Source: an optimization exercise on an open RTL-to-GDS flow (aim: a short achievable clock period and few clock cycles). Production flows keep margins and buffers that such runs may drop. The RTL was checked by simulation tests, not by an equivalence proof against the original design. Power is estimated from default activity; no workload was simulated.

==> flow/design.v, too long to show whole: its modules and the start of the top module <==
// module stack_cpu: 1448 lines
module stack_cpu (
    input  wire        clk,
    input  wire        rst,          
    input  wire [31:0] code_size,    
    output wire [31:0] code_addr,
    input  wire [31:0] code_rdata,
    output wire [1:0]  status,       
    output wire [2:0]  reason,       
    output wire [31:0] pc,
    output wire [4:0]  sp,
    input  wire [3:0]  stk_idx,
    output wire [31:0] stk_data
);
  // ...
==> flow/flow/run.sh <==
#!/bin/bash
# Layout: the standard ORFS flow (standard.sh: standard synthesis, the
# platform's floorplan, power grid, placement, CTS and routing), with three
# make settings changed in how cells are sized:
#   MATCH_CELL_FOOTPRINT=0  the resizer may swap a cell for any size of it,
#                           not only one with the same footprint;
#   BUFFER_PORTS_ARGS       the buffers it puts on every input and output port
#                           are buf_8 rather than the smallest buffer;
#   SETUP_SLACK_MARGIN=6    repair_timing keeps shortening paths until they
#                           would meet a 6 ns clock (the clock stays 12 ns).
# All of ORFS's output goes to standard_flow.log here; each step's log is
# under orfs/logs.
set -euo pipefail
bash standard.sh MATCH_CELL_FOOTPRINT=0 \
    "BUFFER_PORTS_ARGS=-buffer_cell sky130_fd_sc_hd__buf_8" \
    SETUP_SLACK_MARGIN=6 finish > standard_flow.log 2>&1
==> flow/standard.sh <==
#!/bin/bash
# synth_recipe.tcl (not shown) runs the flow's synth.tcl, then flattens the netlist and writes it again
# the make line also repeats each setting of config.mk as NAME=value (left out here)
make -C /OpenROAD-flow-scripts/flow DESIGN_CONFIG=/design/flow/config.mk WORK_HOME=/design/flow/orfs CLKGATE_MAP_FILE= SYNTH_SCRIPT=/design/flow/synth_recipe.tcl "${@:-finish}"
==> flow/config.mk <==
export PLATFORM = sky130hd
export DESIGN_NAME = stack_cpu
export DESIGN_NICKNAME = stack_cpu
export VERILOG_FILES = /design/flow/design.v
export SDC_FILE = /design/flow/constraint.sdc
export NUM_CORES = 4
export LEC_CHECK = 0
export CAP_MARGIN = 20
export CORE_MARGIN = 2
export CORE_UTILIZATION = 40
export PLACE_DENSITY = 0.6
export SLEW_MARGIN = 20
==> flow/constraint.sdc <==
create_clock -name core_clock -period 12.0 [get_ports {clk}]
set_input_delay 2.4000 -clock core_clock [delete_from_list [all_inputs] [get_ports {clk}]]
set_output_delay 2.4000 -clock core_clock [all_outputs]
set_load 0.01 [all_outputs]
==> flow_summary_export.csv, run 1 <==
group,metric,value,unit
sta,worst_slew_pin_slew,1.35,ns
finish,most_common_cell_after_layout_fill_and_taps_aside,"nand2_1",
floorplan,num_io_pins,176,
worst_setup_path,logic_depth_of_the_worst_register_to_register_path,17,
worst_setup_path,worst-setup-path-type,"in -> out",
worst_setup_path,reg2reg_setup_slack,5.78,ns
worst_setup_path,critical_path.top_delay_family,"compound AO/OA/AOI/OAI gates",
sta,finalCritPeriodShare,61.0,%
placed_design,detailed_place_hpwl,505000,um
worst_setup_path,crit-reg2reg-launch,"S[1][18]",
power,p_int,20.9,mW
finish,largest_registers,"A (512), S (512), dv_m (264)",
worst_setup_path,critical_path_required,9.60,ns
drt,wl_met2,289000,um
global_route,global_route.usage.met1,45.0,%
run_status,run_status,"finished clean",
global_route,global_route.usage.met3,8.57,%
finish,fillerInstances,37246,
clock_network,cts.sink_count,1653,
worst_setup_path,crit_chain,"buf_16 > clkinvlp_4 > ha_4 > a222oi_1 > o211ai_1 > a21oi_4 > buf_12 > buf_12 > o21ai_4 > buf_12 > nand2_4 > nor2_2 > nor3_2 > buf_8",
worst_setup_path,cp-startpoint,"code_rdata[0]",
power,power-top-group,"combinational logic",
placed_design,dpl.cell_count,22766,
finish,final.clkbuf_count,239,
synth,synth_largest_type_area_fraction,27.6,%
placed_design,post-place-ws,3.47,ns
synth,ys.flop_type,"edfxtp_1",
synth,number_of_synthesized_flops_with_an_enable_pin,1423,
placed_design,placedInstanceArea,164000,um^2
job,cap_viol_max_count,0,
sta,timing.max_slew.rel_slack,9.03,%
finish,area.share.sequential,26.9,%
synth,synth_top_cells_by_area,"edfxtp_1 (28%), ha_1 (10%), fa_1 (6.3%)",
power,p_leak,69.0,nW
clock_network,post_cts_resized,345,
global_route,grt_overflow_total,0,
Testbench counts, summed over its fixed seeds: cycles 32,471.
==> run 2: changes to the inputs <==
--- a/flow/design.v
+++ b/flow/design.v
@@ -16,26 +16,26 @@
                      R_OVER = 3'd3, R_OVERRUN = 3'd4;
     reg st_op;       
     reg st_imm;      
     reg st_mul2;     
     reg st_divi;     
     reg st_divf;     
     reg st_done;     
     reg st_rf;       
+    reg st_rz;       
     reg [31:0] pc_r;
     reg [31:0] pc1_r;        
     reg [4:0]  sp_r;
     reg [1:0]  status_r;
     reg [2:0]  reason_r;
     reg [31:0] cs_r;
     reg        fovr_r;       
     reg        iovr_r;       
     reg        ceq_r, cgt_r, clt_r;    
-    reg [31:0] as0_r, as1_r;           
     reg [31:0] S [0:DEPTH-1];    
     reg [31:0] A [0:DEPTH-1];    
     always @(posedge clk) cs_r <= code_size;
     wire [31:0] w  = code_rdata;
     wire        hz = ~|w[31:5];
     wire [4:0]  lo = w[4:0];
     wire l_push = (lo == 5'd1);
     wire l_pop  = (lo == 5'd2);
@@ -65,44 +65,68 @@
     wire end_now   = fault_now | l_hlt;
     wire commit    = st_op & ~end_now;
     wire a_ok      = hz & ~fovr_r;       
     wire push_over = l_push & ~iovr_r & full;
     wire [2:0] reason_now;
     assign reason_now[2] = fovr_r | (hz & l_push & iovr_r);
     assign reason_now[1] = ~fovr_r & hz & (push_over | under);
     assign reason_now[0] = ~fovr_r & (~valid | push_over);
-    assign status   = st_done ? status_r : (st_op ? {fault_now, halt_now} : 2'd0);
-    assign reason   = st_done ? reason_r : reason_now;
+    reg [31:0] ft;               
+    reg [2:0]  rt [0:31];        
+    integer ko;
+    always @(*) begin
+        for (ko = 0; ko < 32; ko = ko + 1) begin
+            if (ko == 0 || ko > 17) begin
+                ft[ko] = 1'b1; rt[ko] = R_INVALID;
+            end else if (ko == 1) begin
+                ft[ko] = iovr_r | full;
+                rt[ko] = iovr_r ? R_OVERRUN : (full ? R_OVER : R_NONE);
+            end else if ((ko == 2 || ko == 8 || ko == 14 || ko == 15) && sp_lt1) begin
+                ft[ko] = 1'b1; rt[ko] = R_UNDER;
+            end else if (ko >= 3 && ko <= 7 && sp_lt2) begin
+                ft[ko] = 1'b1; rt[ko] = R_UNDER;
+            end else if (ko >= 9 && ko <= 13 && sp_lt3) begin
+                ft[ko] = 1'b1; rt[ko] = R_UNDER;
+            end else begin
+                ft[ko] = 1'b0; rt[ko] = R_NONE;
+            end
+        end
+    end
+    assign status[1] = st_done ? status_r[1] : (st_op & (fovr_r | ~hz | ft[lo]));
+    assign status[0] = st_done ? status_r[0] : (st_op & halt_now);
+    assign reason    = st_done ? reason_r :
+                       (fovr_r ? R_OVERRUN : (~hz ? R_INVALID : rt[lo]));
     assign pc       = pc_r;
     assign sp       = sp_r;
     assign stk_data = A[stk_idx];
     reg c_true;
     always @(*) begin
         case (lo[2:0])
             3'd1:    c_true = ceq_r;             
             3'd2:    c_true = cgt_r;             
             3'd3:    c_true = ~clt_r;            
             3'd4:    c_true = clt_r;             
             default: c_true = ~cgt_r;            
         endcase
     end
     wire jump_lo  = l_jmp | l_call | (l_cmp & c_true);
     wire redirect = st_op & jump_lo;
     wire xw;
-    wire ovl_lo   = (l_push & ~fovr_r & ~iovr_r & ~full) | (l_pop & ~fovr_r);
     wire ovl_push = l_push & hz & ~fovr_r & ~iovr_r & ~full;
     wire ovl_pop  = l_pop & hz & ~fovr_r;
     wire ovl      = xw & (ovl_push | ovl_pop);
-    wire ovl_bad  = xw & ovl_lo & ~hz;       
-    wire        zaddr = st_done | rst;
+    wire ovl_bad  = xw & ~(ovl_push | ovl_pop);    
+    wire        zaddr = st_done | st_rz;
     wire        xcyc  = st_mul2 | st_divi | st_divf | st_rf;
     wire [31:0] seq_a = zaddr ? 32'd0 : (xcyc ? pc_r : pc1_r);
-    wire [31:0] alt_a = zaddr ? 32'd0 : (st_op ? t0 : pc1_r);
-    assign code_addr = (redirect | (xw & ovl_lo)) ? alt_a : seq_a;
+    wire [31:0] tgt_a = zaddr ? 32'd0 : t0;
+    wire [31:0] nxt_a = zaddr ? 32'd0 : pc1_r;
+    wire [31:0] alt_a = st_op ? tgt_a : nxt_a;
+    assign code_addr = (redirect | xw) ? alt_a : seq_a;
     wire [31:0] r_add = t1 + t0;
     wire [31:0] r_sub = t1 - t0;
     wire [31:0] mw_s, mw_c;
     wire mt_1 = (t0[0] & t1[2]) ^ (t0[1] & t1[1]) ^ (t0[2] & t1[0]);
     wire mt_2 = ((t0[0] & t1[2]) & (t0[1] & t1[1])) | ((t0[0] & t1[2]) & (t0[2] & t1[0])) | ((t0[1] & t1[1]) & (t0[2] & t1[0]));
     wire mt_3 = (t0[0] & t1[3]) ^ (t0[1] & t1[2]) ^ (t0[2] & t1[1]);
     wire mt_4 = ((t0[0] & t1[3]) & (t0[1] & t1[2])) | ((t0[0] & t1[3]) & (t0[2] & t1[1])) | ((t0[1] & t1[2]) & (t0[2] & t1[1]));
     wire mt_5 = (t0[0] & t1[4]) ^ (t0[1] & t1[3]) ^ (t0[2] & t1[2]);
@@ -1126,18 +1150,18 @@
     assign mw_s[31] = mt_958;
     assign mw_c[31] = mt_959;
     reg  [31:0] mp_s, mp_c;
     always @(posedge clk) begin
         mp_s <= mw_s;
         mp_c <= mw_c;
     end
     wire [31:0] r_mul = mp_s + mp_c;
-    wire [31:0] ax = as1_r;
-    wire [31:0] ay = as0_r;
+    wire [31:0] ax = t1[31] ? (32'd0 - t1) : t1;
+    wire [31:0] ay = t0[31] ? (32'd0 - t0) : t0;
     wire        dz = (t0 == 32'd0);
     wire [8:0] lt;
     genvar gc;
     generate
         for (gc = 0; gc < 8; gc = gc + 1) begin : g_lt
             assign lt[gc] = ((ax >> (gc * 4)) < ay);
         end
     endgenerate
@@ -1306,69 +1330,27 @@
     endgenerate
     wire [2:0] psel = sh_push ? 3'd0 : sh_pop1 ? 3'd2 : sh_pop2 ? 3'd3 :
                       sh_pop3 ? 3'd4 : 3'd1;
     always @(posedge clk) begin
         ceq_r <= p_eq[psel];
         cgt_r <= p_gt[psel];
         clt_r <= p_lt[psel];
     end
-    function [31:0] absv(input [31:0] v);
-        absv = v[31] ? (32'd0 - v) : v;
-    endfunction
-    wire [31:0] a_s2 = absv(S[2]);
-    wire [31:0] a_s3 = absv(S[3]);
-    wire [31:0] a_s4 = absv(S[4]);
-    reg  [31:0] top_a;       
-    always @(*) begin
-        if (st_imm)
-            top_a = absv(w);
-        else if (st_mul2)
-            top_a = absv(r_mul);
-        else if (st_divf)
-            top_a = dv_w;
-        else if (st_divi)
-            top_a = dv_mod ? it_w : it_q;
-        else if (lo[3])
-            top_a = absv(pc1_r);
-        else if (l_add)
-            top_a = absv(r_add);
-        else if (l_sub)
-            top_a = absv(r_sub);
-        else
-            top_a = lo[0] ? as1_r : 32'd0;
-    end
-    always @(posedge clk) begin
-        if (new_top)
-            as0_r <= top_a;
-        else if (sh_pop1)
-            as0_r <= as1_r;
-        else if (sh_pop2)
-            as0_r <= a_s2;
-        else if (sh_pop3)
-            as0_r <= a_s3;
-        if (sh_push)
-            as1_r <= as0_r;
-        else if (sh_pop1)
-            as1_r <= a_s2;
-        else if (sh_pop2)
-            as1_r <= a_s3;
-        else if (sh_pop3)
-            as1_r <= a_s4;
-    end
     wire [31:0] pc2  = pc1_r + 32'd1;
     wire [31:0] t0p1 = t0 + 32'd1;
     wire ov_pc1  = pc1_r[31] | (pc1_r >= cs_r);
     wire ov_pc2  = (pc2 >= cs_r);
     wire ov_t0   = t0[31] | (t0 >= cs_r);
     wire ov_t0p1 = (t0p1 >= cs_r);
     wire c_dlong = l_div & ~dz & ~d_small;
     always @(posedge clk) begin
         if (rst) begin
-            st_op    <= 1'b1;
+            st_op    <= st_done;         
+            st_rz    <= ~st_done;
             st_imm   <= 1'b0;
             st_mul2  <= 1'b0;
             st_divi  <= 1'b0;
             st_divf  <= 1'b0;
             st_done  <= 1'b0;
             st_rf    <= 1'b0;
             pc_r     <= 32'd0;
             pc1_r    <= 32'd1;
@@ -1419,18 +1401,19 @@
             if (st_divf) begin
                 st_divf <= 1'b0;
                 st_op   <= 1'b1;
             end
             if (d_last & ~d_fin) begin
                 st_divi <= 1'b0;
                 st_divf <= 1'b1;
             end
-            if (st_rf) begin
+            if (st_rf | st_rz) begin
                 st_rf <= 1'b0;
+                st_rz <= 1'b0;
                 st_op <= 1'b1;
             end
             if (xw) begin
                 st_mul2 <= 1'b0;
                 st_divi <= 1'b0;
                 if (ovl_push)     st_imm <= 1'b1;
                 else if (ovl_bad) st_rf  <= 1'b1;
                 else              st_op  <= 1'b1;
==> flow_summary_export.csv, run 2 <==
group,metric,value,unit
power,comb_power_share,72.5,%
global_route,aggregate_global_route_resource_usage,35.0,%
finish,layout.cells.non_filler,21686,
finish,post_route_cells_drive_above_1_share,13.3,%
sta,worst_slack,5.03,ns
finish,most_common_cell_after_layout_fill_and_taps_aside,"nand2_1",
worst_setup_path,setup.worst_path.start_class,"input port",
clock_network,cts.sink_count,1590,
synth,synth_top_family_by_area,"compound AO/OA/AOI/OAI gates",
floorplan,coreArea,356000,um^2
worst_setup_path,timing.critical_path.to_type,"output pin",
synth,synth_adder_area_share,17.7,%
power,vdd_ir_drop_max,0.280,mV
power,p_sw_share,53.8,%
synth,synth_seq_area_share,31.7,%
finish,largest_registers,"A (512), S (512), dv_m (264)",
sta,timing.max_slew.rel_slack,10.9,%
synth,yosys.area_share.xor_xnor,4.83,%
floorplan,initial_core_util,40.3,%
power,share_clk_of_total_power,11.9,%
floorplan,die-area,364000,um^2
sta,worst_slew_pin_slew,1.33,ns
synth,synth_top_cells_by_area,"edfxtp_1 (28%), ha_1 (11%), fa_1 (6.8%)",
placed_design,routabilityCongestion,1.13,
synth,synth-seq-cells,1590,
synth,netlist-cell-type-count,116,
global_route,grt_pass1_wl,931000,um
floorplan,fp.dieH,603,um
clock_network,clock_tree_from_tritoncts,"yes",
power,power.density_cell_area,295,nW/um^2
synth,synthesis.area,144000,um^2
synth,ys.flop_type,"edfxtp_1",
sta,rsz0062_at_grt,"yes",
drt,viasPerCell,6.34,
drt,drcViolationCount,0,
power,p_int,23.0,mW
sta,setup_total_negative_slack,0,ns
clock_network,clockRootBuffer,"clkbuf_16",
synth,yosys_warnings,4,
synth,synth-compound-area-share,22.3,%
power,finalPower,49.7,mW
synth,synthesized_net_count,18230,
sta,max_freq,143,MHz
clock_network,cts-buffers-inserted,193,
synth,syn_inst,16423,
synth,number_of_synthesized_flops_with_an_enable_pin,1360,
worst_setup_path,worst-setup-path-type,"in -> out",
synth,postSynth.asyncResetShare,0,%
drt,post_drt_wl_per_cell,30.6,um
synth,synth.mux.area_fraction,2.99,%
clock_network,htree_num_levels,4,
floorplan,fp-row-count,219,
placed_design,port-buffer-count,175,
placed_design,detailed_place_hpwl,473000,um
synth,synth_largest_type_area_fraction,28.5,%
power,switchingPower,26.7,mW
worst_setup_path,largest_fanout_on_the_critical_path,8,
worst_setup_path,worst-endpoint-arrival,4.57,ns
clock_network,cts.reportedPaths.clkPinSlew,0.05,ns
sta,finalCritPeriodShare,58.1,%
sta,hold_violations,0,
sta,period_needed,6.97,ns
drt,detailed_route_wire_length,664000,um
clock_network,cts_buffer_depth,4,
floorplan,num_io_pins,176,
finish,fin_nets,18565,
run_status,run_status,"finished clean",
drt,antenna_left,0,
synth,netlist.top_cell.by_area,"edfxtp_1",
synth,post_synth_most_frequent_cells,"nand2_1 (2110), a21oi_1 (1602), edfxtp_1 (1360)",
worst_setup_path,logic_depth_of_the_worst_register_to_register_path,20,
drt,drt_iter0_markers,18319,
clock_network,cts-hold-fix-buffers,0,
sta,worst_clock_skew,0.0833,ns
global_route,grt_overflow_total,0,
synth,syn-mean-instance-area,8.74,um^2
job,cap_viol_max_count,0,
placed_design,dpl.cell_count,20917,
clock_network,clock_latency,0.95,ns
finish,flow.area_growth_from_synthesis,17.2,%
sta,finalMaxSlewViolations,0,
synth,synthMostInstantiatedCell,"nand2_1",
placed_design,post-place-ws,3.57,ns
drt,vias,137558,
hold_path,hold-path-cell-count,2,
global_route,grt_antenna_before_repair,44,
power,p_leak,67.1,nW
global_route,grt_pass1_vias,127369,
finish,commonest_cells_after_routing_fill_and_taps_aside,"nand2_1 (2092), a21oi_1 (1539), edfxtp_1 (1360), nor2_1 (1251), ha_1 (1227)",
floorplan,die_w,603,um
synth,yosys.area_share.simple,14.9,%
global_route,grt_start_max_net_pins,261,
hold_path,min_path_type,"reg -> reg",
power,share_seq_of_total_power,15.6,%
drt,drt_first_pass_iters,9,
worst_setup_path,critical_path_required,9.60,ns
sta,timing.final.setup_violations,0,
[run 2: per-stage QoR]
step	instance area [um^2]	utilization, %	hold WS [ns]
3_3_place_gp	153000	43.0	0.442
6_report	168000	47.2	0.459
5_1_grt	168000	47.2	0.470
2_1_floorplan	144000	-	0.433
4_1_cts	165000	46.4	0.455
3_5_place_dp	153000	43.0	0.449
[run 2: cell families after synthesis]
logic type | Yosys count
DFF | 1590
buffers and inverters | 2095
adders and majority gates | 1737
xor gates and xnor gates | 792
AOI/OAI and AO/OA | 5107
muxes | 227
and+or+nand+nor | 4875
[run 2: worst paths after layout]
kind | startpoint | end | slack, ns
worst max register to register | dv_x[28] | S[0][7] | 5.80
worst min register to register | status_r[0] | status_r[0] | 0.46
worst max-delay path | code_rdata[2] | code_addr[0] | 5.03
worst min-delay path | status_r[0] | status_r[0] | 0.46
[run 2: critical path: stages]
cell	delay [ns]
buf_12	0.11
nand2b_4	0.14
nor2_1	0.08
a31oi_1	0.05
nor2_1	0.13
a211o_1	0.19
buf_12	0.16
clkinv_16	0.06
nand2_4	0.06
o311ai_4	0.14
buf_12	0.22
nand2_8	0.16
buf_12	0.15
nor2_4	0.04
nor3_4	0.31
buf_8	0.15
[run 2: timing repair]
item,CTS,global route
pin swaps,104,137
resized for setup,643,357
gates cloned,53,14
setup buffers,201,127
setup endpoints to repair,1214,1191
[run 2: per-layer routing]
metal	global-route usage (%)	wire [um]	vias up	share of wire, %
li1	-	-	60172	-
met1	45.8	258000	66703	39
met2	50.6	272000	8528	41
met3	10.3	81900	2125	12
met4	21.6	51500	30	7.8
met5	0	403	-	0.061
[run 2: power groups by stage]
stage | logic, mW | clock network (mW) | registers (mW)
2_1_floorplan | 19.5 | 0 | 8.02
3_3_place_gp | 32.1 | 0 | 7.83
3_5_place_dp | 32.0 | 0 | 7.85
4_1_cts | 33.5 | 5.98 | 7.73
5_1_grt | 37.5 | 6.16 | 7.81
6_report | 36.0 | 5.93 | 7.74
[run 2: cell type report]
| cell class | instances | area (um^2) |
|---|---|---|
| diodes | 19 | 47.5 |
| inverters | 1216 | 4740 |
| multi-input cells | 12742 | 94600 |
| clock inverters | 110 | 1010 |
| fillers | 33953 | 188000 |
| clock buffers | 243 | 5110 |
| flip-flops and latches | 1590 | 45500 |
| repair buffers | 1015 | 11300 |
| well taps | 4751 | 5940 |
Testbench counts of run 2, summed over its fixed seeds: cycles 32,614.

==> re-timing with driven ports <==
Ports are ideal in the flow. The routed layouts listed here were re-timed in OpenROAD. Step 1 assumes that a clkbuf_16 drives the clock port and a buf_2 every other input. Step 2 adds t to the input delays and takes it off the output delays; t is the mean of the earliest and latest rising clock arrival at the registers after step 1. Input paths then give back, and output paths get back, about the clock's delay inside the block. Three values: ideal, step 1, step 2; two values: the first two.
| run | t, ns | slack for setup (ns) | latest minus earliest clock arrival (ns) | pins driven straight from the clock port |
|---|---|---|---|---|
| run 1 | 1.068 | 4.685 / 4.417 / 4.417 | 0.082 / 0.082 | 1 |
| run 2 | 1.014 | 5.029 / 4.782 / 4.058 | 0.090 / 0.090 | 1 |
After both steps setup and hold are still met in every run listed. The setup slack of run 2, which loses most, moves by -0.247 ns with the drivers and by -0.971 ns with both steps.
